From an optimization exercise on the open Yosys and OpenROAD flow, aimed at small area, a short achievable clock period and few clock cycles; shortcuts taken in it are not production practice. No run shown here included a check of the RTL's function; only the layout flow was run. Power and IR drop assume default switching activity.

==> flow/design.v, too long to show whole: its modules and the start of the top module <==
// module icf_synth: 1629 lines
module icf_synth (
    input  wire        clk,
    input  wire        rst,
    input  wire        cmd_valid,
    output wire        cmd_ready,
    input  wire [1:0]  cmd_op,      
    input  wire [1:0]  cmd_ch,
    input  wire [2:0]  cmd_reg,
    input  wire [31:0] cmd_data,
    output reg         out_valid,
    output reg  [1:0]  out_ch,
    output reg  [15:0] out_val
);
  // ...
==> flow/run.sh <==
#!/bin/bash
# synth_recipe.tcl (not shown) runs the flow's synth.tcl, then flattens the netlist and writes it again
# the make line also repeats each setting of config.mk as NAME=value (left out here)
make -C /OpenROAD-flow-scripts/flow DESIGN_CONFIG=/design/flow/config.mk WORK_HOME=/design/flow/orfs CLKGATE_MAP_FILE= SYNTH_SCRIPT=/design/flow/synth_recipe.tcl finish
==> flow/config.mk <==
export PLATFORM = sky130hd
export DESIGN_NAME = icf_synth
export DESIGN_NICKNAME = icf_synth
export VERILOG_FILES = /design/flow/design.v
export SDC_FILE = /design/flow/constraint.sdc
export NUM_CORES = 4
export LEC_CHECK = 0
export CAP_MARGIN = 20
export CORE_MARGIN = 2
export CORE_UTILIZATION = 40
export SLEW_MARGIN = 20
export SYNTH_MEMORY_MAX_BITS = 16384
==> flow/constraint.sdc <==
create_clock -name core_clock -period 30.0 [get_ports {clk}]
set_input_delay 6.0000 -clock core_clock [delete_from_list [all_inputs] [get_ports {clk}]]
set_output_delay 6.0000 -clock core_clock [all_outputs]
set_load 0.01 [all_outputs]
==> results.json, run 1 <==
{
  "clock-skew-final_ps": 26.3,
  "fin_hold_ws_ps": 318,
  "run_status": "no timing/DRC/antenna violations",
  "setup_viol": 0,
  "postSynth.asyncResetShare_pct": 0,
  "post-route-period-util_pct": 25.8,
  "netSwitchingPower_mw": 0.474,
  "hold_violations": 0,
  "timing.critical_path.depth": 14,
  "timing_max_transition_violations_final": 0,
  "hold_path.startpoint": "a1[21]$_DFF_P_",
  "drive_above_1_share_pct": 5.96,
  "path_class": "input pin to flip-flop",
  "initial_core_util_pct": 40.2,
  "synth_fa_ha_area_share_pct": 17.8,
  "inverters_excl_clock": 325,
  "layout.area.top_class": "multi-input combinational cells",
  "use_met1_pct": 29.7,
  "grt-ovfl-total": 0,
  "cp.arrival_ps": 8280,
  "grt_pass1_wl_um": 177000,
  "final_core_util_pct": 45.0,
  "p_comb_mw": 0.0617,
  "insertion_delay_ps": 630,
  "gr-max-usage-layer": "met2",
  "htree_levels": 3,
  "ir_drop_v": 0.0000649,
  "top_layer_used": "met5",
  "grt_use_total_pct": 21.6,
  "timing.slew.headroom_pct": 21.7,
  "cp.buffers_inverters": 2
}
==> run 2, diff against run 1 <==
--- a/flow/config.mk
+++ b/flow/config.mk
@@ -7,6 +7,6 @@
 export LEC_CHECK = 0
 export CAP_MARGIN = 20
 export CORE_MARGIN = 2
-export CORE_UTILIZATION = 40
+export CORE_UTILIZATION = 65
 export SLEW_MARGIN = 20
 export SYNTH_MEMORY_MAX_BITS = 16384
==> results.json, run 2 <==
{
  "run_status": "no timing/DRC/antenna violations",
  "ys_ff_latch": 806,
  "route.vias.total": 31300,
  "grt_use_total_pct": 34.1,
  "die_footprint_um2": 64700,
  "timing.critical_path.to_type": "flip-flop",
  "timing.setup.tns_ps": 0,
  "timing.slew.headroom_pct": 19.0,
  "largest_stage_delay_worst_path_ps": 480,
  "drt-vias-per-instance": 6.09,
  "design.final.nets": 4703,
  "maximum_root_to_sink_buffer_count": 3,
  "syn_inst": 4296,
  "detailedRoute.firstPassIterationCount": 6,
  "cts_root_buffer": "clkbuf_16",
  "drc": 0,
  "yosysTopAreaCell": "dfxtp_1",
  "hold_violations": 0,
  "cp_data_required_time_ps": 30520,
  "worst_setup_path_startpoint": "cmd_ch[0]",
  "core.rowCount": 91,
  "areaGrowthSynthToFinish_pct": 9.39,
  "setup_repair_after_global_routing_missed_its_margin": "no",
  "count_of_flip_flops_with_a_built_in_enable_after_synthesis": 46,
  "series_of_cell_instances_along_the_critical_path": "clkdlybuf4s50_1 > inv_1 > ha_1 > xnor2_1 > xnor2_1 > nor3_1 > a31oi_1 > nor4b_1 > a21oi_1 > o21ai_0 > nand2_1 > o21ai_0 > a31oi_1 > and2_1",
  "clock-skew-final_ps": 18.6,
  "net_count_synth": 4761,
  "yosys_warnings": 1,
  "drive_above_1_share_pct": 5.47,
  "timing_max_transition_violations_final": 0,
  "layout_common_cells": "dfxtp_1, nand2_1, inv_1",
  "grt_pass1_wl_um": 171000,
  "ir_drop_v": 0.0000587,
  "timing.critical_path.from_type": "input pin",
  "placed_area_um2": 42000,
  "placed_cells_incl_taps": 4995,
  "inserted_clock_buffers": 77,
  "cts_sinks": 806,
  "synth_sequential_area_ratio_pct": 40.8,
  "grt-ovfl-total": 0,
  "worstReg2RegStart": "mk[0]$_DFFE_PP_",
  "wire_per_inst_um": 21.2,
  "cp_slowest_cell": "clkdlybuf4s50_1",
  "count_leader_synth": "dfxtp_1",
  "fin_hold_ws_ps": 316,
  "final.min_clock_period_ps": 7780,
  "antenna_left": 0,
  "dieHeight_um": 254,
  "power_leakage_nw": 17.8,
  "post_cts_hold_buffer_count": 0,
  "grt_antenna_before_repair": 3,
  "yosys_most_used_dff": "dfxtp_1",
  "yosys-top-cells-count": "dfxtp_1, nand2_1, inv_1",
  "vias_in_the_first_global_route": 30900,
  "final-instance-count-excl-fill": 5132,
  "initial_core_util_pct": 65.9,
  "power_per_cell_area_nw_per_um2": 47.7,
  "post_synth_num_cell_types": 81,
  "worstPathMaxFanout": 4,
  "maxClockFrequency_ghz": 0.129,
  "yosys-top-cells-area": "dfxtp_1, fa_1, ha_1, and2_1, nand2_1",
  "initialDrtViolationCount": 3025,
  "netlist_area_um2": 40700,
  "maximum_number_of_pins_on_one_net_before_global_route_repair": 83,
  "slew_at_the_pin_closest_to_its_max_slew_limit_ps": 1180,
  "postCtsSetupBuffers": 0,
  "hold_class": "flip-flop to flip-flop",
  "layout.cells.most_common": "dfxtp_1",
  "cp.arrival_ps": 8300,
  "drv.max_cap_violation_count": 0,
  "routed_wirelength_um": 109000,
  "stdcell_area_um2": 44500,
  "post-route-period-util_pct": 25.9,
  "detailedPlacementHpwl_um": 72500,
  "htree_levels": 3,
  "insertion_delay_ps": 630,
  "design.portCount": 62,
  "postSynthAreaPerCell_um2": 9.48,
  "postSynth.asyncResetShare_pct": 0,
  "insertedDiodeCount": 0,
  "dieWidth_um": 254,
  "gp_congestion": 1.05,
  "clkTransAtPathRegs_ps": 60,
  "path_class": "input pin to flip-flop",
  "port-buffer-count": 61,
  "setup_viol": 0,
  "hold_path.startpoint": "a1[13]$_DFF_P_",
  "core_um2": 61800,
  "post_cts_resize_count": 0,
  "yosys.area.top_type_share_pct": 37.4,
  "tritoncts_clock_tree": "yes"
}
run 2: cell count changes in the layout (fill, tap and decap cells not counted), sizes merged:
cell,before,now
bufinv,12,3
buf,60,53
clkbuf,105,109
clkinv,16,15
diode,1,0
inv,330,329
run 2: path summary, 6_finish.rpt:
path	to	slack, ps	cells after the start
worst max-delay path	nrdy_o$_DFF_P_	22220	14
worst min register to register	a0[13]$_DFF_P_	320	0
worst max register to register	p3[0]$_SDFF_PP0_	23340	20
worst min-delay path	a0[13]$_DFF_P_	320	0
run 2: metrics by stage:
step           setup slack (ps)  total power, mW  util [%]
5_1_grt                   21990             2.19      72.0
3_5_place_dp              21570             1.18      67.9
3_3_place_gp              21530             1.18      67.9
4_1_cts                   22230             2.14      72.0
2_1_floorplan             22280             1.16         -
6_report                  22220             2.13      72.0
run 2: layout make-up:
| cell class | instances | area, µm² |
|---|---|---|
| clock inverters | 27 | 335 |
| fillers | 4693 | 17300 |
| well taps | 837 | 1050 |
| flip-flops and latches | 806 | 16600 |
| clock buffers | 109 | 2220 |
| repair buffers | 114 | 1010 |
| multi-input cells | 2914 | 22100 |
| inverters | 325 | 1220 |
run 2: layer usage:
layer | vias to the layer above | track usage, % | wire length [µm]
met5 | - | 0 | 23
met4 | 4 | 15.0 | 4410
met3 | 327 | 7.53 | 9860
met2 | 1440 | 52.4 | 48400
met1 | 15000 | 46.5 | 46100
li1 | 14400 | - | -
run 2: cell families (layout without fill, tap and decap cells):
group           Yosys count  count (layout)  synth area share [%]
compound gates          918             918                  14.6
buf+inv                 576             575                  5.33
mux                      96              96                  2.67
flops                   806             806                  40.8
fa+ha+maj               424             424                  17.8
xor+xnor                145             145                  3.12
simple gates           1331            1331                  15.7
run 2: where the power goes:
group,switching (mW),total (mW),internal [mW]
logic,0.0394,0.0585,0.0191
registers,0.0138,1.10,1.09
clock network,0.414,0.964,0.551
run 2: worst max-delay path: cells and delay by family:
family          cells  cell delay (ps)
buf+inv             2              530
simple gates        4              740
xor+xnor            2              320
compound gates      5              510
fa+ha+maj           1              200

## what the ideal ports hide
No port has a modelled driver above. Below, the same layouts with a new extraction and two added sets of constraints.
Step 1 (the two cells are an assumption about what drives the block):
set clk [get_ports {clk}]
set_driving_cell -lib_cell sky130_fd_sc_hd__clkbuf_16 $clk
set_driving_cell -lib_cell sky130_fd_sc_hd__buf_2 [delete_from_list [all_inputs] $clk]
Step 2 moves the port delays by t, midway between the first and last clock arrival at a register: inputs arrive t later, outputs are due t later. That takes back most of the time a late clock gives input paths.
Slacks: ideal ports / drivers / drivers and shift; pairs: ideal ports / drivers.
| run | t (ns) | slack for setup (ns) | latest minus earliest clock arrival (ns) | worst register clock-pin slew, ns |
|---|---|---|---|---|
| run 1 | 0.685 | 22.248 / 22.293 / 21.608 | 0.026 / 0.026 | 0.07 / 0.07 |
| run 2 | 0.682 | 22.219 / 22.255 / 21.573 | 0.022 / 0.022 | 0.07 / 0.07 |
After both steps every run listed still meets setup and hold. For run 2, which loses most, drivers alone change the setup slack by +0.036 ns; drivers and shift together by -0.646 ns.
